From an optimization exercise on the open Yosys and OpenROAD flow, aimed at small area, a short achievable clock period and few clock cycles; shortcuts taken in it are not production practice. At most, simulation tests tie the RTL to the original design; equivalence was not proved. No functional check of the RTL was part of run 1.

$ cat flow/flow/run.sh
#!/bin/bash
set -euo pipefail
bash standard.sh SETUP_SLACK_MARGIN=10 cts > make_cts.log 2>&1
bash standard.sh SETUP_SLACK_MARGIN=9.5 finish > make.log 2>&1
$ cat flow/constraint.sdc
create_clock -name core_clock -period 15.0 [get_ports {clk}]
set_input_delay 3.0000 -clock core_clock [delete_from_list [all_inputs] [get_ports {clk}]]
set_output_delay 3.0000 -clock core_clock [all_outputs]
set_load 0.01 [all_outputs]
$ cat flow/standard.sh
#!/bin/bash
# synth_recipe.tcl (not shown) runs the flow's synth.tcl, then flattens the netlist and writes it again
# the make line also repeats each setting of config.mk as NAME=value (left out here)
make -C /OpenROAD-flow-scripts/flow DESIGN_CONFIG=/design/flow/config.mk WORK_HOME=/design/flow/orfs CLKGATE_MAP_FILE= SYNTH_SCRIPT=/design/flow/synth_recipe.tcl "${@:-finish}"
$ cat flow/config.mk
export PLATFORM = sky130hd
export DESIGN_NAME = gfrs_enc
export DESIGN_NICKNAME = gfrs_enc
export VERILOG_FILES = /design/flow/design.v
export SDC_FILE = /design/flow/constraint.sdc
export NUM_CORES = 4
export LEC_CHECK = 0
export CAP_MARGIN = 20
export CORE_MARGIN = 2
export CORE_UTILIZATION = 35
export SLEW_MARGIN = 20
$ cat flow/design.v
module gfrs_enc (
    input  wire        clk,
    input  wire        rst,           
    input  wire        cmd_valid,
    output wire        cmd_ready,
    input  wire [1:0]  cmd_op,        
    input  wire [3:0]  cmd_k,
    input  wire [15:0] cmd_poly,
    input  wire [15:0] cmd_base,
    input  wire [15:0] cmd_n,
    input  wire [7:0]  cmd_t,
    input  wire        in_valid,
    output wire        in_ready,
    input  wire [15:0] in_data,
    output wire        out_valid,
    input  wire        out_ready,
    output wire [11:0] out_data,
    output reg         done,
    output reg  [3:0]  status,
    output reg  [3:0]  einfo,
    output reg         field_valid
);
    localparam OP_INIT = 2'd0;
    localparam OP_ENC  = 2'd1;
    localparam C_OK      = 4'd0;
    localparam C_ILLEGAL = 4'd1;
    localparam C_ARG     = 4'd2;
    localparam C_NOFIELD = 4'd3;
    localparam I_WORDSIZE  = 4'd1;
    localparam I_POLYDEG   = 4'd2;
    localparam I_NOTPRIM   = 4'd3;
    localparam I_GENBASE   = 4'd4;
    localparam I_ECCOUNT   = 4'd6;
    localparam I_DATACOUNT = 4'd7;
    localparam I_LENGTH    = 4'd8;
    localparam I_CWRANGE   = 4'd9;
    localparam I_TCAP      = 4'd12;
    localparam S_IDLE = 4'd0;
    localparam S_IA   = 4'd1;    
    localparam S_IH   = 4'd2;    
    localparam S_IEXP = 4'd3;
    localparam S_ICHK = 4'd4;
    localparam S_GEN  = 4'd5;
    localparam S_DATA = 4'd6;
    localparam S_PAR  = 4'd7;
    localparam S_WALK = 4'd8;    
    reg [3:0]  state;
    reg [11:0] r7x;          
    reg        p2;           
    reg        chk;          
    reg [2:0]  pcur;         
    reg        w2;           
    reg [11:0] root2;        
    reg        owed;         
    reg        glast;        
    reg [12:0] poly;         
    reg [4:0]  ksel;         
    reg [11:0] alpha_b;      
    reg [18:0] hh;           
    reg [11:0] xreg;         
    reg        vld;          
    reg [3:0]  cnt;
    reg [3:0]  tcnt;         
    reg [11:0] kcnt;         
    reg        cw_err;
    reg        gb_bad;       
    reg        phi, bhi;     
    reg [4:0]  ef;           
    reg [11:0] g [0:7];
    reg [11:0] r [0:7];
    integer i, j, q;
    wire [11:0] kmsb = {ksel[4], 1'b0, ksel[3], 1'b0, ksel[2], 1'b0,
                        ksel[1], 1'b0, ksel[0], 3'b000};
    wire [11:0] fmask = {{2{ksel[4]}}, {2{ksel[3] | ksel[4]}},
                         {2{ksel[2] | ksel[3] | ksel[4]}}, {2{~ksel[0]}}, 4'b1111};
    wire        big   = ksel[3] | ksel[4];
    wire [11:0] xop = xreg ^ r7x;
    reg  [7:0]  c;
    reg  [11:0] v [0:8];
    reg  [7:0]  sel;
    reg  [11:0] m [0:7];
    always @* begin
        for (i = 0; i < 8; i = i + 1)
            c[i] = ^(xop & hh[i +: 12]);
        v[0] = xop;
        for (i = 1; i < 9; i = i + 1) begin
            if (i == 4) begin
                v[i] = xop << i;
                for (j = 0; j < i; j = j + 1)
                    v[i] = v[i] ^ (c[j] ? (poly[11:0] << (i - 1 - j)) : 12'd0);
            end else
                v[i] = {v[i-1][10:0], 1'b0} ^ (c[i-1] ? poly[11:0] : 12'd0);
        end
        for (q = 0; q < 8; q = q + 1) begin
            sel  = p2 ? {4'd0, g[q][11:8]} : g[q][7:0];
            m[q] = 12'd0;
            for (i = 0; i < 8; i = i + 1)
                m[q] = m[q] ^ (sel[i] ? v[i] : 12'd0);
        end
    end
    wire [11:0] pal_n = ksel[0] ? {poly[3:0], 8'd0} : ksel[1] ? {poly[5:0], 6'd0} :
                        ksel[2] ? {poly[7:0], 4'd0} : ksel[3] ? {poly[9:0], 2'd0} :
                        poly[11:0];
    wire        deg_ok = !phi && (ksel[0] ? (poly[12:4] == 9'd1) :
                                  ksel[1] ? (poly[12:6] == 7'd1) :
                                  ksel[2] ? (poly[12:8] == 5'd1) :
                                  ksel[3] ? (poly[12:10] == 3'd1) : poly[12]);
    wire        gb_n   = bhi || ((kcnt & ~fmask) != 12'd0) || ((kcnt & fmask) == fmask);
    reg  [11:0] la;
    reg  [7:0]  hk;
    reg  [18:0] hh_n;
    always @* begin
        la = alpha_b;
        for (i = 0; i < 8; i = i + 1) begin
            hk[i] = la[11];
            la = {la[10:0], 1'b0} ^ (la[11] ? alpha_b : 12'd0);
        end
        for (i = 0; i < 19; i = i + 1)
            hh_n[i] = ksel[0] ? (i == 3 ? 1'b1 : (i > 3 && i < 12) ? hk[(i - 4) % 8] : 1'b0) :
                      ksel[1] ? (i == 5 ? 1'b1 : (i > 5 && i < 14) ? hk[(i - 6) % 8] : 1'b0) :
                      ksel[2] ? (i == 7 ? 1'b1 : (i > 7 && i < 16) ? hk[(i - 8) % 8] : 1'b0) :
                      ksel[3] ? (i == 9 ? 1'b1 : (i > 9 && i < 18) ? hk[(i - 10) % 8] : 1'b0) :
                                (i == 11 ? 1'b1 : (i > 11) ? hk[(i - 12) % 8] : 1'b0);
    end
    localparam [59:0] E4  = {12'd1, 12'd1, 12'd3, 12'd5, 12'd15};
    localparam [59:0] E6  = {12'd1, 12'd1, 12'd9, 12'd21, 12'd63};
    localparam [59:0] E8  = {12'd1, 12'd15, 12'd51, 12'd85, 12'd255};
    localparam [59:0] E10 = {12'd1, 12'd33, 12'd93, 12'd341, 12'd1023};
    localparam [59:0] E12 = {12'd315, 12'd585, 12'd819, 12'd1365, 12'd4095};
    wire [59:0] etab = ksel[0] ? E4 : ksel[1] ? E6 : ksel[2] ? E8 :
                       ksel[3] ? E10 : E12;
    wire [4:0]  ebit = {etab[48 + cnt], etab[36 + cnt], etab[24 + cnt],
                        etab[12 + cnt], etab[cnt]};
    wire [3:0]  klast = ksel[0] ? 4'd3 : ksel[1] ? 4'd5 : ksel[2] ? 4'd7 :
                        ksel[3] ? 4'd9 : 4'd11;
    wire [11:0] a4 = ksel[0] ? {8'd0, poly[3:0]} : 12'd16;    
    wire in_xfer = in_valid & in_ready;
    wire cw_bad  = (in_data & ~{4'd0, fmask}) != 16'd0;
    assign cmd_ready = (state == S_IDLE);
    assign in_ready  = ((state == S_DATA) && owed && (p2 || !vld || !big)) || glast;
    assign out_valid = (state == S_PAR);
    assign out_data  = r[7];
    wire [11:0] ab_x = {alpha_b[10:0], 1'b0} ^ ((|(alpha_b & kmsb)) ? poly[11:0] : 12'd0);
    wire cmd_ksel_4  = (cmd_k == 4'd4);
    wire [4:0] cmd_ksel = {cmd_k == 4'd12, cmd_k == 4'd10, cmd_k == 4'd8,
                           cmd_k == 4'd6, cmd_k == 4'd4};
    always @(posedge clk) begin
        done  <= 1'b0;
        chk   <= 1'b0;
        r7x   <= 12'd0;
        glast <= 1'b0;
        if (in_xfer) owed <= (kcnt != {8'd0, tcnt} + 12'd1);
        if (rst) begin
            state       <= S_IDLE;
            field_valid <= 1'b0;
        end else begin
            case (state)
            S_IDLE: begin
                tcnt   <= cmd_t[3:0];
                cnt    <= cmd_t[3:0] - 4'd1;
                cw_err <= 1'b0;
                vld    <= 1'b0;
                xreg   <= ab_x;
                root2  <= ab_x;
                pcur   <= 3'd0;
                p2     <= 1'b0;
                w2     <= 1'b0;
                for (j = 0; j < 8; j = j + 1) begin
                    g[j] <= (j == 7) ? alpha_b : 12'd0;
                    r[j] <= 12'd0;
                end
                kcnt   <= cmd_op[0] ? cmd_n[11:0] : cmd_base[11:0];
                owed   <= (cmd_n[11:0] != {8'd0, cmd_t[3:0]});
                ef     <= {!field_valid, cmd_t == 8'd0, cmd_n <= {8'd0, cmd_t},
                           (cmd_n & ~{4'd0, fmask}) != 16'd0, cmd_t > 8'd8};
                if (cmd_valid) begin
                    case (cmd_op)
                    OP_INIT: begin
                        poly  <= cmd_poly[12:0];
                        phi   <= |cmd_poly[15:13];
                        bhi   <= |cmd_base[15:12];
                        ksel  <= cmd_ksel;
                        state <= S_IA;
                    end
                    OP_ENC: begin
                        chk   <= 1'b1;
                        glast <= (cmd_t == 8'd2) && !big;
                        state <= (cmd_t == 8'd1) ? S_DATA : S_GEN;
                    end
                    default: begin
                        status <= C_ILLEGAL; einfo <= 4'd0;
                        done <= 1'b1;
                    end
                    endcase
                end
            end
            S_IA: begin
                alpha_b <= pal_n;
                gb_bad  <= gb_n;
                state   <= S_IH;
                if (ksel == 5'd0) begin
                    field_valid <= 1'b0;
                    status <= C_ARG; einfo <= I_WORDSIZE;
                    done <= 1'b1; state <= S_IDLE;
                end else if (!deg_ok) begin
                    field_valid <= 1'b0;
                    status <= C_ARG; einfo <= I_POLYDEG;
                    done <= 1'b1; state <= S_IDLE;
                end
            end
            S_IH: if (big) begin
                hh      <= hh_n;
                alpha_b <= kcnt;                             
                kcnt    <= fmask - 12'd1;
                xreg    <= 12'd2;
                state   <= S_WALK;
            end else begin
                hh    <= hh_n;
                kcnt  <= kcnt >> 2;
                cnt   <= 4'd2;
                xreg  <= a4;
                g[0]  <= a4;
                g[1]  <= 12'd8;                              
                g[2]  <= 12'd2;                              
                g[3]  <= (ksel[0] || ksel[2] || ksel[4]) ? 12'd8 : 12'd2;
                g[4]  <= ksel[2] ? 12'd8 : 12'd2;
                g[5]  <= ksel[4] ? 12'd8 : 12'd2;
                g[6]  <= 12'd1 << kcnt[1:0];
                state <= S_IEXP;
            end
            S_IEXP: begin
                g[0] <= m[0];
                xreg <= m[0];
                for (j = 1; j < 6; j = j + 1)
                    if (ebit[j-1]) g[j] <= m[j];
                if (kcnt[0]) g[6] <= m[6];
                kcnt <= kcnt >> 1;
                cnt  <= cnt + 4'd1;
                if (cnt == klast) state <= S_ICHK;
            end
            S_ICHK: begin
                if (g[1] != 12'd1 || g[2] == 12'd1 || g[3] == 12'd1 ||
                    g[4] == 12'd1 || g[5] == 12'd1) begin
                    field_valid <= 1'b0;
                    status <= C_ARG; einfo <= I_NOTPRIM;
                end else if (gb_bad) begin
                    field_valid <= 1'b0;
                    status <= C_ARG; einfo <= I_GENBASE;
                end else begin
                    field_valid <= 1'b1;
                    alpha_b <= g[6];
                    status <= C_OK; einfo <= 4'd0;
                end
                done <= 1'b1; state <= S_IDLE;
            end
            S_WALK: if (!w2) begin
                if (kcnt == 12'd0) begin
                    if (xreg != 12'd1) begin
                        field_valid <= 1'b0;
                        status <= C_ARG; einfo <= I_NOTPRIM;
                        done <= 1'b1; state <= S_IDLE;
                    end else if (gb_bad) begin
                        field_valid <= 1'b0;
                        status <= C_ARG; einfo <= I_GENBASE;
                        done <= 1'b1; state <= S_IDLE;
                    end else begin
                        w2   <= 1'b1;
                        kcnt <= alpha_b;
                    end
                end else if (xreg == 12'd1) begin
                    field_valid <= 1'b0;
                    status <= C_ARG; einfo <= I_NOTPRIM;
                    done <= 1'b1; state <= S_IDLE;
                end else begin
                    xreg <= v[1];
                    kcnt <= kcnt - 12'd1;
                end
            end else begin
                if (kcnt == 12'd0) begin
                    field_valid <= 1'b1;
                    alpha_b <= xreg;
                    status <= C_OK; einfo <= 4'd0;
                    done <= 1'b1; state <= S_IDLE;
                end else begin
                    xreg <= v[1];
                    kcnt <= kcnt - 12'd1;
                end
            end
            S_GEN: if (big && pcur != 3'd7) begin
                for (j = 0; j < 7; j = j + 1)
                    if (pcur == j) g[j] <= g[j] ^ m[j+1];
                if (!p2) begin
                    xreg <= v[8];
                    p2   <= 1'b1;
                end else begin
                    glast <= (cnt == 4'd1) && (pcur == 3'd6);
                    xreg <= root2;
                    p2   <= 1'b0;
                    pcur <= pcur + 3'd1;
                end
            end else begin
                for (j = 0; j < 7; j = j + 1)
                    if (!big) g[j] <= g[j] ^ m[j+1];
                g[7]  <= g[7] ^ xreg;
                xreg  <= v[1];
                root2 <= v[1];
                pcur  <= 3'd0;
                cnt   <= cnt - 4'd1;
                glast <= (cnt == 4'd2) && !big;
                if (in_xfer) begin
                    xreg <= in_data[11:0];
                    vld  <= 1'b1;
                    kcnt <= kcnt - 12'd1;
                    if (cw_bad) cw_err <= 1'b1;
                end
                if (cnt == 4'd1) begin
                    state <= S_DATA;
                end
            end
            S_DATA: if (big && vld && !p2) begin
                for (j = 0; j < 8; j = j + 1)
                    r[j] <= ((j == 0) ? 12'd0 : r[j-1]) ^ m[j];
                xreg  <= v[8];
                p2    <= 1'b1;
            end else begin
                if (p2) begin
                    for (j = 0; j < 8; j = j + 1)
                        r[j] <= r[j] ^ m[j];
                    r7x <= r[7] ^ m[7];
                end else if (vld) begin
                    for (j = 0; j < 8; j = j + 1)
                        r[j] <= ((j == 0) ? 12'd0 : r[j-1]) ^ m[j];
                    r7x <= r[6] ^ m[7];
                end else
                    r7x <= r[7];
                p2    <= 1'b0;
                if (in_xfer) begin
                    xreg <= in_data[11:0];
                    vld  <= 1'b1;
                    kcnt <= kcnt - 12'd1;
                    if (cw_bad) cw_err <= 1'b1;
                end else begin
                    xreg <= 12'd0;
                    vld  <= 1'b0;
                end
                if ((p2 || (vld && !big)) && !owed) begin
                    cnt   <= tcnt;
                    r7x   <= 12'd0;
                    if (cw_err) begin
                        status <= C_ARG; einfo <= I_CWRANGE;
                        done <= 1'b1; state <= S_IDLE;
                    end else begin
                        state <= S_PAR;
                    end
                end
            end
            S_PAR: if (out_ready) begin
                for (j = 0; j < 8; j = j + 1)
                    r[j] <= ((j == 0) ? 12'd0 : r[j-1]) ^ m[j];
                cnt <= cnt - 4'd1;
                if (cnt == 4'd1) begin
                    status <= C_OK; einfo <= 4'd0;
                    done <= 1'b1; state <= S_IDLE;
                end
            end
            default: state <= S_IDLE;
            endcase
            if (chk && ef != 5'd0) begin
                status <= ef[4] ? C_NOFIELD : C_ARG;
                einfo  <= ef[4] ? 4'd0 : ef[3] ? I_ECCOUNT : ef[2] ? I_DATACOUNT :
                          ef[1] ? I_LENGTH : I_TCAP;
                done   <= 1'b1;
                state  <= S_IDLE;
                r7x    <= 12'd0;
            end
        end
    end
endmodule
==> impl_metrics.tcl, run 1 <==
set metrics [dict create \
    status "complete, no violations" \
    min_period_ns 5.309 \
    gr-usage-all-layers 0.3392 \
    overflow 0 \
    ys_ff_latch 324 \
    synth_compound_area_frac 0.1204 \
    dr.pass1.iters 9 \
    synth_top_family_by_area "XOR/XNOR gates" \
    slew_headroom 0.1622 \
    clk-insertion-delay-late_ns 0.61 \
    final_cell_mix "nor2_1, xnor2_1, nand2_1" \
    dp_hpwl_mm 123.7 \
    io_pins 108 \
    rsz0062_at_grt "no" \
    grt_pass1_vias 31320 \
    critPathRequiredTime_ns 15.44 \
    rr_worst_depth 18 \
    fin_util 0.4321 \
    drcViolationCount 0 \
    rr_endpoint "r7x[11]" \
    hold_depth 1 \
    postRouteAntennaNets 0 \
    die_area_um2 99370 \
    htree_levels 2 \
    synth_mux_area_frac 0.02015 \
    tritoncts "built" \
    grt_max_degree 104 \
    tns_ns 0 \
    synth_cells 4068 \
    die_w_um 315.2 \
    fmax_ghz 0.1884 \
    cp-end-kind "register" \
    hp-start "field_valid" \
    numPortBuffers 105 \
    worst_hold_path_type "reg2reg" \
    grt_pass1_wl_mm 240.5 \
    critPathMaxFanout 8 \
    avgSynthCellArea_um2 8.334 \
    cp_top_family "XOR/XNOR gates" \
    tightest_slew_ns 1.248 \
    worstReg2RegStart "xreg[9]" \
    gp_congestion 1.011 \
    finalSetupViolCount 0 \
    synthAdderAreaFrac 0.01107 \
    async_flop_share 0 \
    ff_latch_area_um2 9534 \
    yosys_warnings 5 \
    worst_path_max_delay_cell "xnor3_2" \
    critPathBufInv 3 \
    synth_cell_types 87 \
    nFillCells 9418 \
    drive_gt1_frac 0.1553 \
    clk_path_buf_depth 3 \
    area_delta_synth_final_pct 22.71 \
    cp.arrival_ns 5.75 \
    synth_edf_count 303 \
    cpPeakStageDelay_ns 0.56 \
    syn-cell-area_um2 33900 \
    maxSlewViolCount 0 \
    drv_cap 0 \
    layout_commonest_cell "nor2_1" \
    cts_root_buffer "clkbuf_16" \
    core-area_um2 96280 \
    initial_core_util 0.3521 \
    multi_input_area_um2 25210 \
    drt_wl_total_mm 171.8 \
    drt-wirelength-per-cell_um 30.78 \
    ys_seq_area_frac 0.2808 \
    crit_type "reg2reg" \
    synth_xor_area_frac 0.3359 \
    final_hold_viol_count 0 \
    numCtsBuffers 43 \
    clk_pin_slew_ns 0.06 \
    core.rowCount 114 \
    antenna_found_initial 3 \
    num_vias 33480 \
    viasPerCell 6.000 \
    fin_nets 4383 \
    path_cells "buf_4 > xor2_4 > a211oi_2 > nor2_1 > xnor2_2 > xnor3_2 > buf_4 > nor2_2 > xnor3_2 > xor3_4 > xnor2_4 > buf_4 > nor2_1 > xnor3_1 > xnor3_1 > xor2_1 > a221oi_2 > nor2_2" \
    min_to "ef[4]" \
    ys.flop_type "edfxtp_1" \
    crit_top_cell "buf_4" \
    die_h_um 315.2 \
    finalCritPeriodShare 0.3539 \
    first_iter_violations 5208 \
    startpoint_type "register" \
    skew_ns 0.03338 \
    clkSinkCount 324 \
    regToRegSetupSlack_ns 9.69 \
    yosys.area_share.simple 0.1966 \
]
[synth_stat cells, types with 51 or more instances]
cell type	instances	share of area
nor2_1	815	0.090
xnor2_1	759	0.20
nand2_1	443	0.049
edfxtp_1	303	0.27
xor2_1	247	0.064
clkbuf_1	202	0.022
a21oi_1	151	0.022
o21ai_0	135	0.020
o22ai_1	111	0.020
nor3_1	80	0.012
mux2i_1	66	0.019
xnor3_1	61	0.041
nor2b_1	55	0.010
inv_1	51	0.0056
[cell families after synthesis]
family / after synthesis
simple gates: 1582
xor+xnor: 1127
compound gates: 636
flops: 324
buf+inv: 300
mux: 68
fa+ha+maj: 30
other cells: 1
[flip-flops by register name, indices dropped and copies added, names as in the netlist, 13 cells and up]
register and flops:
g 96, r 96, hh 16, poly 13
[routing by layer]
layer,GRT usage,vias up,part of all wire
met1,0.4607,16190,0.39
met2,0.4956,2592,0.41
met3,0.08598,512,0.13
li1,-,14190,-
met4,0.1734,2,0.065
met5,0,-,0.00015
[cell type report]
| type | count | area share |
|---|---|---|
| antenna | 2 | 0.0001203 |
| tap | 1276 | 0.03838 |
| multi-input combinational | 3447 | 0.6061 |
| sequential | 324 | 0.2292 |
| clock buffer | 55 | 0.02719 |
| clock inverter | 22 | 0.006316 |
| timing repair buffer | 399 | 0.08729 |
| inverter | 55 | 0.005414 |
[worst max-delay path by stage]
stage            start       end  slack (ns)  cells after the start
3_3_place_gp   xreg[9]   r7x[11]        7.99                     15
2_1_floorplan       p2  in_ready       10.01                      8
4_1_cts        xreg[7]   r7x[11]        9.89                     18
6_report       xreg[9]   r7x[11]        9.69                     18
5_1_grt        xreg[7]   g[2][5]        9.60                     17
3_5_place_dp   xreg[8]   r7x[11]        7.92                     15
[repair_timing]
action                     in CTS  in global routing
resized for setup             300                  0
buffers inserted              173                  0
setup endpoints to repair     329                  0
hold buffers                    0                  0
[per-stage QoR]
step	hold slack, ns	instances	setup WS (ns)	instance area, um^2
after floorplan	0.4244	4069	10.01	33930
after global placement	0.4800	5323	7.995	36720
after detailed placement	0.4681	5324	7.919	36730
after CTS	0.4899	5578	9.892	41580
after global routing	0.5139	5578	9.602	41590
final	0.4890	5580	9.691	41600
==> run 2, diff against run 1 <==
--- a/flow/design.v
+++ b/flow/design.v
@@ -47,2 +47,3 @@
     reg [3:0]  state;
+    reg        sidle, sdat, spar;    
     reg [11:0] r7x;          
@@ -138,5 +139,5 @@
     wire cw_bad  = (in_data & ~{4'd0, fmask}) != 16'd0;
-    assign cmd_ready = (state == S_IDLE);
-    assign in_ready  = ((state == S_DATA) && owed && (p2 || !vld || !big)) || glast;
-    assign out_valid = (state == S_PAR);
+    assign cmd_ready = sidle;
+    assign in_ready  = (sdat && owed && (p2 || !vld || !big)) || glast;
+    assign out_valid = spar;
     assign out_data  = r[7];
@@ -153,3 +154,3 @@
         if (rst) begin
-            state       <= S_IDLE;
+            state <= S_IDLE; sidle <= 1'b1; sdat <= 1'b0; spar <= 1'b0;
             field_valid <= 1'b0;
@@ -182,3 +183,3 @@
                         ksel  <= cmd_ksel;
-                        state <= S_IA;
+                        state <= S_IA; sidle <= 1'b0; sdat <= 1'b0; spar <= 1'b0;
                     end
@@ -188,2 +189,3 @@
                         state <= (cmd_t == 8'd1) ? S_DATA : S_GEN;
+                        sidle <= 1'b0; sdat <= (cmd_t == 8'd1); spar <= 1'b0;
                     end
@@ -199,3 +201,3 @@
                 gb_bad  <= gb_n;
-                state   <= S_IH;
+                state <= S_IH; sidle <= 1'b0; sdat <= 1'b0; spar <= 1'b0;
                 if (ksel == 5'd0) begin
@@ -203,3 +205,3 @@
                     status <= C_ARG; einfo <= I_WORDSIZE;
-                    done <= 1'b1; state <= S_IDLE;
+                    done <= 1'b1; state <= S_IDLE; sidle <= 1'b1; sdat <= 1'b0; spar <= 1'b0;
                 end else if (!deg_ok) begin
@@ -207,3 +209,3 @@
                     status <= C_ARG; einfo <= I_POLYDEG;
-                    done <= 1'b1; state <= S_IDLE;
+                    done <= 1'b1; state <= S_IDLE; sidle <= 1'b1; sdat <= 1'b0; spar <= 1'b0;
                 end
@@ -215,3 +217,3 @@
                 xreg    <= 12'd2;
-                state   <= S_WALK;
+                state <= S_WALK; sidle <= 1'b0; sdat <= 1'b0; spar <= 1'b0;
             end else begin
@@ -228,3 +230,3 @@
                 g[6]  <= 12'd1 << kcnt[1:0];
-                state <= S_IEXP;
+                state <= S_IEXP; sidle <= 1'b0; sdat <= 1'b0; spar <= 1'b0;
             end
@@ -253,3 +255,3 @@
                 end
-                done <= 1'b1; state <= S_IDLE;
+                done <= 1'b1; state <= S_IDLE; sidle <= 1'b1; sdat <= 1'b0; spar <= 1'b0;
             end
@@ -260,3 +262,3 @@
                         status <= C_ARG; einfo <= I_NOTPRIM;
-                        done <= 1'b1; state <= S_IDLE;
+                        done <= 1'b1; state <= S_IDLE; sidle <= 1'b1; sdat <= 1'b0; spar <= 1'b0;
                     end else if (gb_bad) begin
@@ -264,3 +266,3 @@
                         status <= C_ARG; einfo <= I_GENBASE;
-                        done <= 1'b1; state <= S_IDLE;
+                        done <= 1'b1; state <= S_IDLE; sidle <= 1'b1; sdat <= 1'b0; spar <= 1'b0;
                     end else begin
@@ -272,3 +274,3 @@
                     status <= C_ARG; einfo <= I_NOTPRIM;
-                    done <= 1'b1; state <= S_IDLE;
+                    done <= 1'b1; state <= S_IDLE; sidle <= 1'b1; sdat <= 1'b0; spar <= 1'b0;
                 end else begin
@@ -282,3 +284,3 @@
                     status <= C_OK; einfo <= 4'd0;
-                    done <= 1'b1; state <= S_IDLE;
+                    done <= 1'b1; state <= S_IDLE; sidle <= 1'b1; sdat <= 1'b0; spar <= 1'b0;
                 end else begin
@@ -316,3 +318,3 @@
                 if (cnt == 4'd1) begin
-                    state <= S_DATA;
+                    state <= S_DATA; sidle <= 1'b0; sdat <= 1'b1; spar <= 1'b0;
                 end
@@ -350,5 +352,5 @@
                         status <= C_ARG; einfo <= I_CWRANGE;
-                        done <= 1'b1; state <= S_IDLE;
+                        done <= 1'b1; state <= S_IDLE; sidle <= 1'b1; sdat <= 1'b0; spar <= 1'b0;
                     end else begin
-                        state <= S_PAR;
+                        state <= S_PAR; sidle <= 1'b0; sdat <= 1'b0; spar <= 1'b1;
                     end
@@ -362,6 +364,6 @@
                     status <= C_OK; einfo <= 4'd0;
-                    done <= 1'b1; state <= S_IDLE;
+                    done <= 1'b1; state <= S_IDLE; sidle <= 1'b1; sdat <= 1'b0; spar <= 1'b0;
                 end
             end
-            default: state <= S_IDLE;
+            default: begin state <= S_IDLE; sidle <= 1'b1; sdat <= 1'b0; spar <= 1'b0; end
             endcase
@@ -372,3 +374,3 @@
                 done   <= 1'b1;
-                state  <= S_IDLE;
+                state <= S_IDLE; sidle <= 1'b1; sdat <= 1'b0; spar <= 1'b0;
                 r7x    <= 12'd0;
==> flow/flow/run.sh (replaced) <==
#!/bin/bash
set -euo pipefail
bash standard.sh SETUP_SLACK_MARGIN=9.6 cts > make_cts.log 2>&1
bash standard.sh SETUP_SLACK_MARGIN=9.2 finish > make.log 2>&1
==> impl_metrics.tcl, run 2 <==
set metrics [dict create \
    yosys.area.top_type_share 0.2681 \
    clk_pin_slew_ns 0.06 \
    synth_common_cells "nor2_1, xnor2_1, nand2_1" \
    drt_wl_total_mm 152.8 \
    overflow 0 \
    io_pins 108 \
    yosysMostFrequentCell "nor2_1" \
    critPathMaxFanout 13 \
    avgSynthCellArea_um2 8.505 \
    crit_type "reg2reg" \
    ys_ff_latch 327 \
    antenna_found_initial 5 \
    slew_headroom 0.1390 \
    synthTopCellsByArea "edfxtp_1, xnor2_1, nor2_1" \
    drive_gt1_frac 0.09378 \
    rsz0062_at_grt "no" \
    area_delta_synth_final_pct 14.52 \
    top_regs "g (96), r (96), hh (16)" \
    fmax_ghz 0.1746 \
    finalSetupViolCount 0 \
    startpoint_type "register" \
    fin_nets 4139 \
    initial_core_util 0.3520 \
    grt_max_degree 86 \
    finalCritPeriodShare 0.3818 \
    cts_root_buffer "clkbuf_16" \
    gp_congestion 1.067 \
    final_cell_mix "nor2_1, xnor2_1, nand2_1" \
    synth.largest_area_cell "edfxtp_1" \
    layout_commonest_cell "nor2_1" \
    die_w_um 315.4 \
    stdcell_area_um2 38870 \
    die_h_um 315.4 \
    grt_pass1_vias 29590 \
    clk_path_buf_depth 3 \
    final_hold_viol_count 0 \
    gr-usage-all-layers 0.2988 \
    postRouteAntennaNets 0 \
    hp-start "field_valid" \
    critPathRequiredTime_ns 15.44 \
    tns_ns 0 \
    cts_hold_buffers 0 \
    cp-end-kind "register" \
    cp-startpoint "xreg[8]" \
    maxSlewViolCount 0 \
    cp.arrival_ns 6.17 \
    dp_hpwl_mm 111.4 \
    clkSinkCount 327 \
    syn-cell-area_um2 33940 \
    async_flop_share 0 \
    synth_cell_types 89 \
    drv_cap 0 \
    dr.pass1.iters 7 \
    viasPerCell 5.951 \
    min_period_ns 5.727 \
    ys.flop_type "edfxtp_1" \
    hold_slack_ns 0.4925 \
    synth_edf_count 303 \
    numCtsBuffers 39 \
    drt-wirelength-per-cell_um 28.67 \
    die_area_um2 99490 \
    core.rowCount 114 \
    drcViolationCount 0 \
    place_area_um2 36710 \
    worstReg2RegStart "xreg[8]" \
    clk-insertion-delay-late_ns 0.61 \
    tightest_slew_ns 1.292 \
    skew_ns 0.04423 \
    num_vias 31730 \
    status "complete, no violations" \
    synth_cells 3991 \
    worst_hold_path_type "reg2reg" \
    tritoncts "built" \
    core-area_um2 96420 \
    first_iter_violations 5432 \
    grt_pass1_wl_mm 215.5 \
    numPortBuffers 105 \
    htree_levels 2 \
    ys_seq_area_frac 0.2822 \
    yosys_warnings 5 \
]
[run 2: worst max-delay path, cell delays in order (launching register included)]
cell and delay, ns:
edfxtp_1 0.54, xnor2_1 0.22, buf_4 0.27, o211ai_1 0.17
a211oi_1 0.47, a211oi_2 0.11, or2_1 0.26, a221oi_2 0.24
buf_4 0.28, xor3_2 0.69, xor3_2 0.63, nand2_1 0.10
xor3_1 0.27, xnor3_1 0.36, xor2_1 0.21, or3_1 0.34
a21oi_2 0.40
[run 2: repair_timing]
action                                  4_1_cts  5_1_grt
resized for setup                           106        0
buffers inserted                             19        0
endpoints found under the hold margin         0        0
endpoints found under the setup margin      278        0
[run 2: layer usage]
layer	wire, um	part of all wire	GRT usage	vias up
li1	-	-	-	13620
met1	60390	0.40	0.4070	15320
met5	13	0.000085	0	-
met3	21100	0.14	0.09491	459
met2	63050	0.41	0.4315	2327
met4	8287	0.054	0.1336	2
[run 2: final timing paths]
kind | to | slack [ns] | cells past startpoint
min reg2reg | ef[4] | 0.49 | 1
max | r7x[9] | 9.27 | 16
max reg2reg | r7x[9] | 9.27 | 16
min | ef[4] | 0.49 | 1
[run 2: stage by stage]
stage | setup WS, ns | cells | utilization
after CTS | 9.476 | 5328 | 0.4029
after global routing | 9.223 | 5328 | 0.4030
after floorplan | 9.423 | 3992 | -
after global placement | 8.423 | 5237 | 0.3803
after detailed placement | 8.368 | 5238 | 0.3807
final | 9.273 | 5332 | 0.4031
[run 2: cell type report]
cell class,instances,area [um^2]
fillers,9790,57550
multi-input cells,3376,24210
flip-flops and latches,327,9582
repair buffers,234,2130
well taps,1276,1597
clock buffers,54,1074
inverters,48,180.2
clock inverters,13,90.09
diodes,4,10.01
[run 2: kinds of logic after synthesis]
| group | count (synthesis) | share of synthesized area |
|---|---|---|
| other | 1 | 0.0001105 |
| and+or+nand+nor | 1608 | 0.1975 |
| DFF | 327 | 0.2822 |
| muxes | 127 | 0.03749 |
| AOI/OAI and AO/OA | 574 | 0.1120 |
| buffers and inverters | 291 | 0.03417 |
| xor gates and xnor gates | 1033 | 0.3255 |
| adders and majority gates | 30 | 0.01106 |
Testbench counts of run 2, summed over its fixed seeds: cycles 15,522.
==> run 3, diff against run 2 <==
==> flow/flow/run.sh (replaced) <==
#!/bin/bash
set -euo pipefail
bash standard.sh SETUP_SLACK_MARGIN=10 cts > make_cts.log 2>&1
bash standard.sh SETUP_SLACK_MARGIN=10 finish > make.log 2>&1
==> impl_metrics.tcl, run 3 <==
set metrics [dict create \
    status "complete, no violations" \
    rsz0062_at_grt "yes" \
    syn-cell-area_um2 33940 \
    numPortBuffers 105 \
    drt-wirelength-per-cell_um 27.90 \
    fin_nets 4349 \
    clkSinkCount 327 \
    tritoncts "built" \
    fin_util 0.4412 \
    avgSynthCellArea_um2 8.505 \
    cts_root_buffer "clkbuf_16" \
    critPathMaxFanout 8 \
    dp_hpwl_mm 110.5 \
    yosys_warnings 5 \
    die_area_um2 99490 \
    gp_congestion 1.022 \
    grt_max_degree 86 \
    ys_ff_latch 327 \
    die_w_um 315.4 \
    grt_pass1_vias 29800 \
    worst_path_max_delay_cell "xor3_4" \
    viasPerCell 5.896 \
    layout_commonest_cell "nor2_1" \
    critPathRequiredTime_ns 15.29 \
    clk_path_buf_depth 3 \
    numCtsBuffers 41 \
    drive_gt1_frac 0.1800 \
    crit_top_cell "buf_6" \
    num_vias 32680 \
    use_met1 0.4079 \
    io_pins 108 \
    worst_hold_path_type "reg2reg" \
    final_cell_mix "nor2_1, xnor2_1, nand2_1" \
    core-area_um2 96420 \
    dr.pass1.iters 9 \
    crit_type "reg2reg" \
    htree_levels 2 \
    drv_cap 0 \
    finalSetupViolCount 0 \
    die_h_um 315.4 \
    gr-usage-met3 0.08081 \
    yosys.area.top_type_share 0.2681 \
    slew_headroom 0.1882 \
    synth.largest_area_cell "edfxtp_1" \
    gr-usage-all-layers 0.2970 \
    top_regs "g (96), r (96), hh (16)" \
    worstReg2RegStart "xreg[5]" \
    overflow 0 \
    cpPeakStageDelay_ns 0.56 \
    antenna_cells 0 \
    cp-startpoint "xreg[5]" \
    async_flop_share 0 \
    grt_util_met2 0.4406 \
    tightest_slew_ns 1.209 \
    postRouteAntennaNets 0 \
    hp-start "field_valid" \
    skew_ns 0.05888 \
    min_period_ns 5.104 \
    fmax_ghz 0.1959 \
    cp-end-kind "register" \
    synth_common_cells "nor2_1, xnor2_1, nand2_1" \
    cp.arrival_ns 5.39 \
    antenna_found_initial 2 \
    final_hold_viol_count 0 \
    yosysMostFrequentCell "nor2_1" \
    synth_cells 3991 \
    path_cells "buf_6 > xor2_4 > nand2_2 > xnor2_2 > xnor2_1 > xnor3_2 > buf_12 > buf_6 > nand2_2 > xor3_4 > buf_6 > xor2_4 > clkbuf_16 > xnor2_4 > buf_12 > buf_4 > buf_6 > nand2_4 > xor2_4 > xnor2_4 > xnor2_1 > o22ai_1" \
    clk-insertion-delay-late_ns 0.62 \
    core.rowCount 114 \
    startpoint_type "register" \
    finalCritPeriodShare 0.3403 \
    initial_core_util 0.3520 \
    area_delta_synth_final_pct 25.33 \
    first_iter_violations 4921 \
    tns_ns 0 \
    grt-busiest-layer "met2" \
    synth_edf_count 303 \
    ys.flop_type "edfxtp_1" \
    ys_seq_area_frac 0.2822 \
    drt_wl_total_mm 154.7 \
    maxSlewViolCount 0 \
    synth_cell_types 89 \
    drcViolationCount 0 \
    synthTopCellsByArea "edfxtp_1, xnor2_1, nor2_1" \
    cts_hold_buffers 0 \
    grt_pass1_wl_mm 215.4 \
    clk_pin_slew_ns 0.07 \
]
## run 3: changes by cell type in the layout (fill, tap and decap cells not counted), moves of 9 or more
cell     delta
nand2_1    -15
xor2_1     -20
xor2_4     +13
xnor2_2    +44
buf_6      +20
buf_12     +32
xnor2_1    -72
xnor3_2    +31
xnor3_1    -38
nor2_1     -10
buf_4     +152
nor2_2      +9
xnor2_4    +28
xnor3_4     +9
## run 3: kinds of logic after synthesis
kind of cell / synth area share
fa+ha+maj: 0.01106
simple gates: 0.1975
other cells: 0.0001105
buf+inv: 0.03417
mux: 0.03749
flops: 0.2822
compound gates: 0.1120
xor+xnor: 0.3255
## run 3: worst max-delay path: cells and delay by family, from the launching register on
family,cells,cell delay [ns]
AND/OR/NAND/NOR,3,0.21
flip-flops,1,0.49
AO/OA/AOI/OAI,1,0.10
XOR/XNOR,10,2.78
buffers and inverters,8,1.18
## run 3: worst paths after layout
kind                            slack [ns]  depth (start not counted)        to
worst min-delay path                  0.49                          1     ef[4]
worst min register to register        0.49                          1     ef[4]
worst max register to register        9.90                         22  g[0][10]
worst max-delay path                  9.90                         22  g[0][10]
## run 3: layer usage
metal  vias up  routed length (um)
met4         2                8503
li1      14020                   -
met3       487               21180
met1     15740               59890
met2      2425               65090
met5         -                  13
## run 3: stage by stage
step	setup WS, ns	instance area, um^2	hold WS [ns]	instances
after floorplan	9.423	34030	0.4244	3992
after global placement	8.716	36570	0.4897	5233
after detailed placement	8.633	36640	0.4747	5234
after CTS	9.957	40040	0.4983	5402
after global routing	9.786	42540	0.5175	5543
final	9.896	42540	0.4950	5543
## run 3: area by class of cell
type | instances | area [um^2]
clock inverters | 20 | 198.9
inverters | 48 | 180.2
well taps | 1276 | 1597
flip-flops and latches | 327 | 9587
repair buffers | 440 | 4131
multi-input cells | 3378 | 25710
fillers | 9354 | 53880
clock buffers | 54 | 1137
## run 3: timing repair
item	CTS	global route
gates resized for setup	179	217
setup buffers	91	137
gates cloned	3	3
pin swaps	56	137
endpoints found under the setup margin	243	245
hold endpoints to repair	0	0
==> run 4, diff against run 3 <==
==> flow/flow/run.sh (replaced) <==
#!/bin/bash
set -euo pipefail
bash standard.sh SETUP_SLACK_MARGIN=10 cts > make_cts.log 2>&1
bash standard.sh SETUP_SLACK_MARGIN=9.5 finish > make.log 2>&1
==> impl_metrics.tcl, run 4 <==
set metrics [dict create \
    fin_util 0.4155 \
    layout.cells.non_filler 5404 \
    rsz0062_at_grt "no" \
    syn-cell-area_um2 33940 \
    worst_path_max_delay_cell "xnor2_2" \
    cp-startpoint "xreg[8]" \
    tns_ns 0 \
    rr_worst_depth 15 \
    ys_ff_latch 327 \
    critPathRequiredTime_ns 15.29 \
    drcViolationCount 0 \
    first_iter_violations 4719 \
    async_flop_share 0 \
    die_w_um 315.4 \
    clk_pin_slew_ns 0.06 \
    worstReg2RegStart "xreg[8]" \
    viasPerCell 5.891 \
    final_cell_mix "nor2_1, xnor2_1, nand2_1" \
    postRouteAntennaNets 0 \
    clk_path_buf_depth 3 \
    synth_edf_count 303 \
    place_area_um2 36640 \
    dr.pass1.iters 13 \
    die_h_um 315.4 \
    post-place-cells 5234 \
    synth_cells 3991 \
    ys_seq_area_frac 0.2822 \
    cts_hold_buffers 0 \
    synth_xor_area_frac 0.3255 \
    top_regs "g (96), r (96), hh (16)" \
    stdcell_area_um2 40060 \
    path_cells "xnor2_1 > buf_6 > o211ai_1 > nand2_1 > xnor2_2 > xor3_4 > and2_1 > xnor2_2 > nor2_1 > xnor2_1 > xnor2_1 > xor2_1 > xnor2_1 > xnor2_1 > o21ai_0" \
    cp.arrival_ns 5.52 \
    drt-wirelength-per-cell_um 27.90 \
    yosys.area_share.simple 0.1975 \
    io_pins 108 \
    maxSlewViolCount 0 \
    gp_congestion 1.022 \
    drive_gt1_frac 0.1168 \
    numCtsBuffers 41 \
    fmax_ghz 0.1912 \
    synth.largest_area_cell "edfxtp_1" \
    numPortBuffers 105 \
    startpoint_type "register" \
    core.rowCount 114 \
    cts_root_buffer "clkbuf_16" \
    slew_headroom 0.1664 \
    num_vias 31840 \
    die_area_um2 99490 \
    status "complete, no violations" \
    gr-usage-all-layers 0.2970 \
    antenna_found_initial 3 \
    met1_length_mm 60.34 \
    synth_common_cells "nor2_1, xnor2_1, nand2_1" \
    wl_met2_mm 63.29 \
    synth_cell_types 89 \
    synth_compound_area_frac 0.1120 \
    cp_top_family "XOR/XNOR gates" \
    drt_wl_total_mm 150.8 \
    synth_top_family_by_area "XOR/XNOR gates" \
    grt_max_degree 86 \
    cpPeakStageDelay_ns 0.84 \
    tightest_slew_ns 1.242 \
    synthAdderAreaFrac 0.01106 \
    synthTopCellsByArea "edfxtp_1, xnor2_1, nor2_1" \
    yosysMostFrequentCell "nor2_1" \
    area_delta_synth_final_pct 18.03 \
    ys.flop_type "edfxtp_1" \
    dp_hpwl_mm 110.5 \
    cp-end-kind "register" \
    core-area_um2 96420 \
    drv_cap 0 \
    min_to "field_valid" \
    final_hold_viol_count 0 \
    worst_hold_path_type "reg2reg" \
    fin_nets 4209 \
    crit_type "reg2reg" \
    yosys.area.top_type_share 0.2681 \
    critPathMaxFanout 13 \
    yosys_warnings 5 \
    critPathBufInv 1 \
    hp-start "field_valid" \
    overflow 0 \
    initial_core_util 0.3520 \
    finalCritPeriodShare 0.3487 \
    grt_pass1_wl_mm 215.4 \
    regToRegSetupSlack_ns 9.77 \
    layout_commonest_cell "nor2_1" \
    met3_length_mm 19.65 \
    highest_layer "met5" \
    hold_depth 2 \
    clkSinkCount 327 \
    htree_levels 2 \
    rr_endpoint "g[6][3]" \
    min_period_ns 5.230 \
    grt_pass1_vias 29800 \
    skew_ns 0.05712 \
    synth_mux_area_frac 0.03749 \
    tritoncts "built" \
    finalSetupViolCount 0 \
    avgSynthCellArea_um2 8.505 \
    clk-insertion-delay-late_ns 0.62 \
    crit_top_cell "xnor2_1" \
]
==> run 4: changes by cell type in the layout (fill, tap and decap cells not counted), moves of 10 or more <==
cell,change
buf_12,-18
buf_4,-99
buf_6,-17
nand2_1,+14
nor2_1,+11
nor2_2,-10
xnor2_1,+58
xnor2_2,-42
xnor2_4,-16
xnor3_1,+26
xnor3_2,-23
xor2_1,+17
xor2_2,-10
==> run 4: kinds of logic after synthesis <==
| family | after synthesis |
|---|---|
| mux | 127 |
| simple gates | 1608 |
| compound gates | 574 |
| fa+ha+maj | 30 |
| xor+xnor | 1033 |
| flops | 327 |
| buf+inv | 291 |
| other cells | 1 |
==> run 4: stage by stage <==
| stage | hold slack [ns] | setup slack, ns |
|---|---|---|
| 6_report | 0.4920 | 9.770 |
| 5_1_grt | 0.5175 | 9.632 |
| 4_1_cts | 0.4983 | 9.957 |
| 3_5_place_dp | 0.4747 | 8.633 |
| 3_3_place_gp | 0.4897 | 8.716 |
| 2_1_floorplan | 0.4244 | 9.423 |
==> run 4: per-layer routing <==
layer	track usage	vias up
met2	0.4406	2300
met3	0.08081	421
met5	0	-
met1	0.4079	15330
li1	-	13780
met4	0.1209	2
==> run 4: worst max path at each step <==
stage / endpoint / slack [ns] / cells past startpoint
3_5_place_dp: g[5][3] / 8.63 / 14
6_report: g[6][3] / 9.77 / 15
4_1_cts: g[0][5] / 9.96 / 18
3_3_place_gp: r[1][6] / 8.72 / 6
5_1_grt: g[3][2] / 9.63 / 18
2_1_floorplan: r[0][0] / 9.42 / 3
==> run 4: area by class of cell <==
type / instances / area [um^2]
Antenna cell: 1 / 2.502
Clock buffer: 54 / 1137
Clock inverter: 20 / 198.9
Fill cell: 9615 / 56360
Inverter: 48 / 180.2
Multi-Input combinational cell: 3376 / 24590
Sequential cell: 327 / 9584
Tap cell: 1276 / 1597
Timing Repair Buffer: 302 / 2776
==> run 4: repair_timing <==
item	in CTS	in global routing
setup endpoints to repair	243	0
buffers inserted	91	0
gates resized for setup	179	0
==> run 4: worst min-delay path, cell delays in order (launching register included) <==
cell and delay (ns):
dfxtp_1 0.33, nand2_1 0.06, a21oi_1 0.05
==> run 5, diff against run 4 <==
--- a/flow/config.mk
+++ b/flow/config.mk
@@ -7,5 +7,5 @@
 export LEC_CHECK = 0
-export CAP_MARGIN = 20
+export CAP_MARGIN = 10
 export CORE_MARGIN = 2
 export CORE_UTILIZATION = 35
-export SLEW_MARGIN = 20
+export SLEW_MARGIN = 10
==> impl_metrics.tcl, run 5 <==
set metrics [dict create \
    clkSinkCount 327 \
    area_delta_synth_final_pct 18.69 \
    status "complete, no violations" \
    min_period_ns 5.237 \
    critPathRequiredTime_ns 15.45 \
    fin_nets 4233 \
    final_cell_mix "nor2_1, xnor2_1, nand2_1" \
    ys_seq_area_frac 0.2822 \
    tritoncts "built" \
    gr-usage-all-layers 0.2983 \
    drcViolationCount 0 \
    rr_worst_depth 17 \
    ys_ff_latch 327 \
    top_regs "g (96), r (96), hh (16)" \
    yosys_warnings 5 \
    synth.largest_area_cell "edfxtp_1" \
    die_h_um 315.4 \
    tns_ns 0 \
    hold_slack_ns 0.4884 \
    core.rowCount 114 \
    htree_levels 2 \
    clk-insertion-delay-late_ns 0.62 \
    die_w_um 315.4 \
    drv_cap 0 \
    crit_type "reg2reg" \
    grt_pass1_wl_mm 216.2 \
    io_pins 108 \
    gp_congestion 1.022 \
    synth_cell_types 89 \
    cp-end-kind "register" \
    syn-cell-area_um2 33940 \
    layout_commonest_cell "nor2_1" \
    tightest_slew_ns 1.365 \
    drt-wirelength-per-cell_um 27.88 \
    fmax_ghz 0.1909 \
    first_iter_violations 4989 \
    viasPerCell 5.881 \
    clk_pin_slew_ns 0.06 \
    dp_hpwl_mm 110.5 \
    synth_cells 3991 \
    initial_core_util 0.3520 \
    final_hold_viol_count 0 \
    ys.flop_type "edfxtp_1" \
    overflow 0 \
    critPathMaxFanout 11 \
    avgSynthCellArea_um2 8.505 \
    antenna_cells 0 \
    cts_root_buffer "clkbuf_16" \
    maxSlewViolCount 0 \
    core-area_um2 96420 \
    numPortBuffers 105 \
    grt_max_degree 86 \
    slew_headroom 0.08321 \
    num_vias 31910 \
    die_area_um2 99490 \
    numCtsBuffers 40 \
    startpoint_type "register" \
    finalCritPeriodShare 0.3492 \
    drive_gt1_frac 0.1255 \
    dr.pass1.iters 8 \
    synthTopCellsByArea "edfxtp_1, xnor2_1, nor2_1" \
    yosys.area.top_type_share 0.2681 \
    fin_util 0.4178 \
    grt_pass1_vias 29890 \
    postRouteAntennaNets 0 \
    rsz0062_at_grt "no" \
    cp.arrival_ns 5.69 \
    hold_depth 2 \
    synth_edf_count 303 \
    worst_hold_path_type "reg2reg" \
    clk_path_buf_depth 3 \
    skew_ns 0.05812 \
    finalSetupViolCount 0 \
    synth_common_cells "nor2_1, xnor2_1, nand2_1" \
    antenna_found_initial 2 \
    drt_wl_total_mm 151.3 \
    yosysMostFrequentCell "nor2_1" \
    async_flop_share 0 \
]
## run 5: critical path, cell delays in order (launching register included)
cell	delay [ns]
edfxtp_1	0.51
xnor2_1	0.18
buf_4	0.22
o211ai_1	0.31
nand2_1	0.15
xnor2_2	0.17
buf_4	0.15
buf_4	0.13
xor3_2	0.54
a21oi_2	0.53
nor3_1	0.14
xor2_1	0.18
xnor2_1	0.17
xnor2_2	0.46
xnor3_1	0.34
xnor2_2	0.30
xnor2_1	0.17
o22ai_1	0.42
## run 5: logic make-up after synthesis
family,Yosys count,share of synthesized area
buffers and inverters,291,0.03417
adders and majority gates,30,0.01106
xor gates and xnor gates,1033,0.3255
other,1,0.0001105
DFF,327,0.2822
AOI/OAI and AO/OA,574,0.1120
muxes,127,0.03749
and+or+nand+nor,1608,0.1975
## run 5: routing by layer
metal / wire length (um) / global-route usage / up-vias / part of all wire
met2: 63500 / 0.4387 / 2218 / 0.42
li1: - / - / 13800 / -
met3: 20090 / 0.08999 / 388 / 0.13
met1: 60170 / 0.4051 / 15510 / 0.40
met4: 7481 / 0.1268 / 2 / 0.049
met5: 13 / 0 / - / 0.000086
## run 5: what timing repair did
action,in CTS,in global routing
hold buffers,0,0
resized for setup,199,0
endpoints found under the setup margin,243,0
setup buffers,118,0
## run 5: layout make-up
class	count	area [um^2]
tap	1276	1597
inverter	48	180.2
clock buffer	48	1041
multi-input combinational	3375	24650
clock inverter	24	252.7
timing repair buffer	328	2979
fill	9617	56140
sequential	327	9585
## run 5: final timing paths
kind | endpoint | from | slack [ns]
setup / recovery | r7x[10] | xreg[9] | 9.76
hold / removal | field_valid | field_valid | 0.49
setup reg to reg | r7x[10] | xreg[9] | 9.76
hold reg to reg | field_valid | field_valid | 0.49
## run 5: per-stage QoR
step,setup WS [ns],cell area [um^2],cells
6_report,9.763,40280,5426
5_1_grt,9.571,40280,5426
4_1_cts,9.903,40280,5426
3_5_place_dp,8.633,36620,5234
3_3_place_gp,8.716,36570,5233
2_1_floorplan,9.423,34030,3992
==> run 6, diff against run 5 <==
--- a/flow/design.v
+++ b/flow/design.v
@@ -51,2 +51,3 @@
     reg        chk;          
+    reg        cerr;         
     reg [2:0]  pcur;         
@@ -140,3 +141,3 @@
     assign cmd_ready = sidle;
-    assign in_ready  = (sdat && owed && (p2 || !vld || !big)) || glast;
+    assign in_ready  = ((sdat && owed && (p2 || !vld || !big)) || glast) && !cerr;
     assign out_valid = spar;
@@ -150,2 +151,3 @@
         chk   <= 1'b0;
+        cerr  <= 1'b0;
         r7x   <= 12'd0;
@@ -187,2 +189,4 @@
                         chk   <= 1'b1;
+                        cerr  <= !field_valid || cmd_t == 8'd0 || cmd_n <= {8'd0, cmd_t} ||
+                                 (cmd_n & ~{4'd0, fmask}) != 16'd0 || cmd_t > 8'd8;
                         glast <= (cmd_t == 8'd2) && !big;
@@ -374,2 +378,3 @@
                 done   <= 1'b1;
+                glast  <= 1'b0;
                 state <= S_IDLE; sidle <= 1'b1; sdat <= 1'b0; spar <= 1'b0;
==> impl_metrics.tcl, run 6 <==
set metrics [dict create \
    status "complete, no violations" \
    skew_ns 0.07954 \
    fin_ws_ns 9.705 \
    path_cells "xor2_4 > a211o_1 > nand2_1 > xnor2_2 > xnor3_4 > buf_12 > buf_4 > and3_1 > or2_4 > xnor2_4 > nor2_1 > xnor2_1 > xnor2_1 > xnor2_1 > xnor2_1 > xnor2_1 > o22ai_1" \
    worst_hold_path_type "reg2reg" \
    num_vias 32920 \
    io_pins 108 \
    nFillCells 9563 \
    die_area_um2 99180 \
    maxSlewViolCount 0 \
    cpPeakStageDelay_ns 0.66 \
    crit_type "reg2reg" \
    die_w_um 314.9 \
    drv_cap 0 \
    synth_cells 4106 \
    finalSetupViolCount 0 \
    critPathRequiredTime_ns 15.32 \
    clk_path_buf_depth 3 \
    place_area_um2 36640 \
    gr-usage-met3 0.08203 \
    core.rowCount 114 \
    core-area_um2 96280 \
    cts_root_buffer "clkbuf_16" \
    viasPerCell 5.924 \
    finalCritPeriodShare 0.3530 \
    synthTopCellsByArea "edfxtp_1, xnor2_1, nor2_1" \
    layout.cells.non_filler 5558 \
    critPathBufInv 2 \
    clk-insertion-delay-late_ns 0.65 \
    avgSynthCellArea_um2 8.241 \
    drcViolationCount 0 \
    post-place-cells 5359 \
    critPathMaxFanout 7 \
    syn-cell-area_um2 33840 \
    yosys.area.top_type_share 0.2689 \
    synth.largest_area_cell "edfxtp_1" \
    use_met1 0.4169 \
    ys_ff_latch 328 \
    area_delta_synth_final_pct 19.21 \
    synth_edf_count 303 \
    ys_seq_area_frac 0.2837 \
    postRouteAntennaNets 0 \
    crit_top_cell "xnor2_1" \
    clkSinkCount 328 \
    tightest_slew_ns 1.243 \
    top_regs "g (96), r (96), hh (16)" \
    htree_levels 2 \
    antenna_found_initial 4 \
    drive_gt1_frac 0.1236 \
    layout_commonest_cell "nor2_1" \
    first_iter_violations 4811 \
    fin_nets 4362 \
    drt_wl_total_mm 162.1 \
    cp.arrival_ns 5.61 \
    numCtsBuffers 44 \
    final_hold_viol_count 0 \
    yosys_warnings 5 \
    synth_common_cells "nor2_1, xnor2_1, nand2_1" \
    cp-end-kind "register" \
    cp_top_family "XOR/XNOR gates" \
    die_h_um 314.9 \
    gr-usage-all-layers 0.3207 \
    async_flop_share 0 \
    dr.pass1.iters 6 \
    post-place-ws_ns 8.242 \
    rsz0062_at_grt "no" \
    numPortBuffers 105 \
    stdcell_area_um2 40340 \
    slew_headroom 0.1711 \
    synth_cell_types 81 \
    fmax_ghz 0.1888 \
    yosysMostFrequentCell "nor2_1" \
    ys.flop_type "edfxtp_1" \
    worst_path_max_delay_cell "xnor2_1" \
    startpoint_type "register" \
    clk_pin_slew_ns 0.07 \
    tns_ns 0 \
    dp_hpwl_mm 116.6 \
    gp_congestion 1.031 \
    grt-busiest-layer "met2" \
    min_period_ns 5.295 \
    tritoncts "built" \
    grt_pass1_vias 31350 \
    initial_core_util 0.3515 \
    final_cell_mix "nor2_1, xnor2_1, nand2_1" \
    grt_max_degree 105 \
    grt_util_met2 0.4658 \
    grt_pass1_wl_mm 229.2 \
    drt-wirelength-per-cell_um 29.17 \
    overflow 0 \
]
run 6: path summary, 6_finish.rpt:
kind,startpoint,to,slack (ns),depth (start not counted)
worst max register to register,xreg[11],g[1][7],9.70,17
worst min register to register,sidle,sidle,0.50,2
worst min-delay path,sidle,sidle,0.50,2
worst max-delay path,xreg[11],g[1][7],9.70,17
run 6: repair_timing:
action,CTS,global route
hold buffers,0,0
gates resized for setup,198,0
setup buffers,119,0
endpoints found under the setup margin,243,0
run 6: per-layer routing:
metal  up-vias  part of all wire  routed length (um)
met2      2479              0.41               66250
met3       569              0.13               20470
met5         -           0.00018                  29
met1     15720              0.38               61920
met4         4             0.083               13460
li1      14160                 -                   -
run 6: cell type report:
| class | count | area, um^2 | area share |
|---|---|---|---|
| Multi-Input combinational cell | 3497 | 24650 | 0.6110 |
| Timing Repair Buffer | 335 | 2974 | 0.07373 |
| Clock inverter | 23 | 206.4 | 0.005118 |
| Clock buffer | 55 | 1142 | 0.02832 |
| Tap cell | 1276 | 1597 | 0.03958 |
| Inverter | 43 | 165.2 | 0.004094 |
| Antenna cell | 1 | 2.502 | 0.00006203 |
| Sequential cell | 328 | 9604 | 0.2381 |
run 6: logic make-up (layout without fill, tap and decap cells):
logic type,Yosys count,in the layout,synth area share
DFF,328,328,0.2837
and+or+nand+nor,1624,1624,0.1996
AOI/OAI and AO/OA,592,592,0.1123
adders and majority gates,30,30,0.01109
buffers and inverters,283,456,0.03280
xor gates and xnor gates,1149,1150,0.3310
other,1,3,0.0001108
muxes,99,99,0.02947
run 6: worst min-delay path, cell delays in order, from the launching register on:
cell and delay (ns):
dfxtp_1 0.31, nand2_1 0.06, o211ai_1 0.08
run 6: through the flow:
step / utilization / hold WS [ns]
after global routing: 0.4189 / 0.5247
after CTS: 0.4188 / 0.5035
final: 0.4190 / 0.4991
after floorplan: - / 0.4244
after detailed placement: 0.3806 / 0.4873
after global placement: 0.3806 / 0.4749
Testbench counts of run 6, summed over its fixed seeds: cycles 15,522.
==> run 7, diff against run 6 <==
--- a/flow/config.mk
+++ b/flow/config.mk
@@ -7,5 +7,5 @@
 export LEC_CHECK = 0
-export CAP_MARGIN = 10
+export CAP_MARGIN = 20
 export CORE_MARGIN = 2
 export CORE_UTILIZATION = 35
-export SLEW_MARGIN = 10
+export SLEW_MARGIN = 20
==> impl_metrics.tcl, run 7 <==
set metrics [dict create \
    postRouteAntennaNets 0 \
    cpPeakStageDelay_ns 0.62 \
    drcViolationCount 0 \
    final_cell_mix "nor2_1, xnor2_1, nand2_1" \
    synth_cells 4106 \
    critPathRequiredTime_ns 15.31 \
    die_area_um2 99180 \
    worst_path_max_delay_cell "xnor3_4" \
    clk_pin_slew_ns 0.06 \
    nFillCells 9514 \
    avgSynthCellArea_um2 8.241 \
    drt-wirelength-per-cell_um 29.18 \
    layout_commonest_cell "nor2_1" \
    initial_core_util 0.3515 \
    path_cells "buf_4 > xnor2_4 > a211o_1 > nand2_1 > xnor2_2 > xnor3_4 > buf_4 > buf_12 > nand2_1 > xnor3_4 > xnor2_4 > nor2_1 > xnor2_1 > xnor2_1 > xnor2_2 > xnor2_1 > o221ai_1" \
    clk_path_buf_depth 3 \
    clk-insertion-delay-late_ns 0.62 \
    crit_top_cell "xnor2_1" \
    slew_headroom 0.1610 \
    top_regs "g (96), r (96), hh (16)" \
    dr.pass1.iters 6 \
    fmax_ghz 0.1853 \
    gr-usage-all-layers 0.3200 \
    cp-end-kind "register" \
    gp_congestion 1.031 \
    cts_root_buffer "clkbuf_16" \
    tns_ns 0 \
    final_hold_viol_count 0 \
    maxSlewViolCount 0 \
    stdcell_area_um2 40490 \
    cp.arrival_ns 5.71 \
    numPortBuffers 105 \
    dp_hpwl_mm 116.5 \
    multi_input_area_um2 24770 \
    crit_type "reg2reg" \
    post-place-cells 5361 \
    tritoncts "built" \
    min_period_ns 5.398 \
    place_area_um2 36680 \
    yosys_warnings 5 \
    drt_wl_total_mm 162.1 \
    critPathMaxFanout 11 \
    viasPerCell 5.950 \
    finalSetupViolCount 0 \
    tightest_slew_ns 1.258 \
    num_vias 33040 \
    numCtsBuffers 43 \
    met1_length_mm 63.09 \
    status "complete, no violations" \
    skew_ns 0.02446 \
    core.rowCount 114 \
    syn-cell-area_um2 33840 \
    synth_edf_count 303 \
    synth_cell_types 81 \
    async_flop_share 0 \
    ys.flop_type "edfxtp_1" \
    clkSinkCount 328 \
    critPathBufInv 3 \
    met3_length_mm 19.25 \
    die_h_um 314.9 \
    area_delta_synth_final_pct 19.66 \
    yosysMostFrequentCell "nor2_1" \
    grt_max_degree 105 \
    wl_met2_mm 66.67 \
    cts_hold_buffers 0 \
    finalCritPeriodShare 0.3599 \
    htree_levels 2 \
    antenna_found_initial 6 \
    die_w_um 314.9 \
    worst_hold_path_type "reg2reg" \
    synth_common_cells "nor2_1, xnor2_1, nand2_1" \
    ys_ff_latch 328 \
    grt_pass1_wl_mm 228.6 \
    cp_top_family "XOR/XNOR gates" \
    yosys.area.top_type_share 0.2689 \
    synthTopCellsByArea "edfxtp_1, xnor2_1, nor2_1" \
    fin_nets 4355 \
    drv_cap 0 \
    drive_gt1_frac 0.1261 \
    core-area_um2 96280 \
    startpoint_type "register" \
    synth.largest_area_cell "edfxtp_1" \
    layout.cells.non_filler 5554 \
    io_pins 108 \
    grt_pass1_vias 31260 \
    ff_latch_area_um2 9604 \
    highest_layer "met5" \
    ys_seq_area_frac 0.2837 \
    rsz0062_at_grt "no" \
    first_iter_violations 5035 \
    overflow 0 \
]
## run 7: cell counts after synthesis
No cell type changed its count.
## run 7: kinds of logic after synthesis
group / Yosys count / synth area share
and+or+nand+nor: 1624 / 0.1996
xor gates and xnor gates: 1149 / 0.3310
muxes: 99 / 0.02947
adders and majority gates: 30 / 0.01109
DFF: 328 / 0.2837
buffers and inverters: 283 / 0.03280
AOI/OAI and AO/OA: 592 / 0.1123
other: 1 / 0.0001108
## run 7: layout make-up
type                            instances  share of cell area
Inverter                               43            0.004079
Antenna cell                            3           0.0001854
Sequential cell                       328              0.2372
Clock buffer                           58             0.02902
Clock inverter                         20            0.006118
Tap cell                             1276             0.03943
Multi-Input combinational cell       3497              0.6116
Timing Repair Buffer                  329             0.07234
## run 7: routing by layer
metal | up-vias | track usage
met5 | - | 0
met4 | 4 | 0.2116
li1 | 14140 | -
met1 | 15850 | 0.4179
met2 | 2456 | 0.4662
met3 | 594 | 0.08137
## run 7: worst paths after layout
check	start	to	slack, ns	depth (start not counted)
setup reg to reg	xreg[10]	g[0][4]	9.60	17
hold / removal	sidle	sidle	0.50	2
setup / recovery	xreg[10]	g[0][4]	9.60	17
hold reg to reg	sidle	sidle	0.50	2
## run 7: worst reg2reg max path: stages (launching register included)
cell	delay (ns)
edfxtp_1	0.36
buf_4	0.19
xnor2_4	0.33
a211o_1	0.21
nand2_1	0.10
xnor2_2	0.27
xnor3_4	0.56
buf_4	0.17
buf_12	0.13
nand2_1	0.14
xnor3_4	0.62
xnor2_4	0.39
nor2_1	0.11
xnor2_1	0.57
xnor2_1	0.23
xnor2_2	0.37
xnor2_1	0.20
o221ai_1	0.15
## run 7: timing repair
action	in CTS	in global routing
setup buffers	111	0
endpoints found under the hold margin	0	0
gates resized for setup	215	0
setup endpoints to repair	234	0
## run 7: per-stage QoR
stage / hold WS [ns] / util / setup WS, ns
3_3_place_gp: 0.4749 / 0.3806 / 8.273
4_1_cts: 0.5008 / 0.4204 / 9.849
3_5_place_dp: 0.4763 / 0.3810 / 8.288
2_1_floorplan: 0.4244 / - / 9.641
6_report: 0.4950 / 0.4206 / 9.602
5_1_grt: 0.5262 / 0.4205 / 9.528

## re-timing with driven ports
Ports are ideal in the flow. The routed layouts listed here were re-timed in OpenROAD.
Step 1, drivers: a clkbuf_16 drives clk and a buf_2 each remaining input, both assumed.
Step 2 times the ports against the registers' clock, not the clock port: input delays grow and output delays shrink by t, the midpoint of the rising clock arrivals with the driver on.
Three values: ideal ports, drivers, drivers and shift; two values: the first two.
run | shift t [ns] | slack for setup (ns) | latest minus earliest clock arrival (ns) | worst register clock-pin slew, ns
run 1 | 0.665 | 9.691 / 9.691 / 9.261 | 0.034 / 0.033 | 0.06 / 0.06
run 2 | 0.657 | 9.273 / 9.273 / 8.920 | 0.045 / 0.045 | 0.07 / 0.07
run 3 | 0.668 | 9.896 / 9.896 / 9.485 | 0.059 / 0.059 | 0.08 / 0.08
run 4 | 0.670 | 9.770 / 9.770 / 9.380 | 0.058 / 0.057 | 0.08 / 0.08
run 5 | 0.664 | 9.763 / 9.763 / 9.414 | 0.060 / 0.061 | 0.07 / 0.07
run 6 | 0.682 | 9.705 / 9.705 / 9.331 | 0.080 / 0.080 | 0.07 / 0.07
run 7 | 0.677 | 9.602 / 9.602 / 9.356 | 0.025 / 0.025 | 0.07 / 0.07
After both steps every run listed still meets setup and hold. For run 1, which loses most, drivers alone change the setup slack by 0.000 ns; drivers and shift together by -0.430 ns.
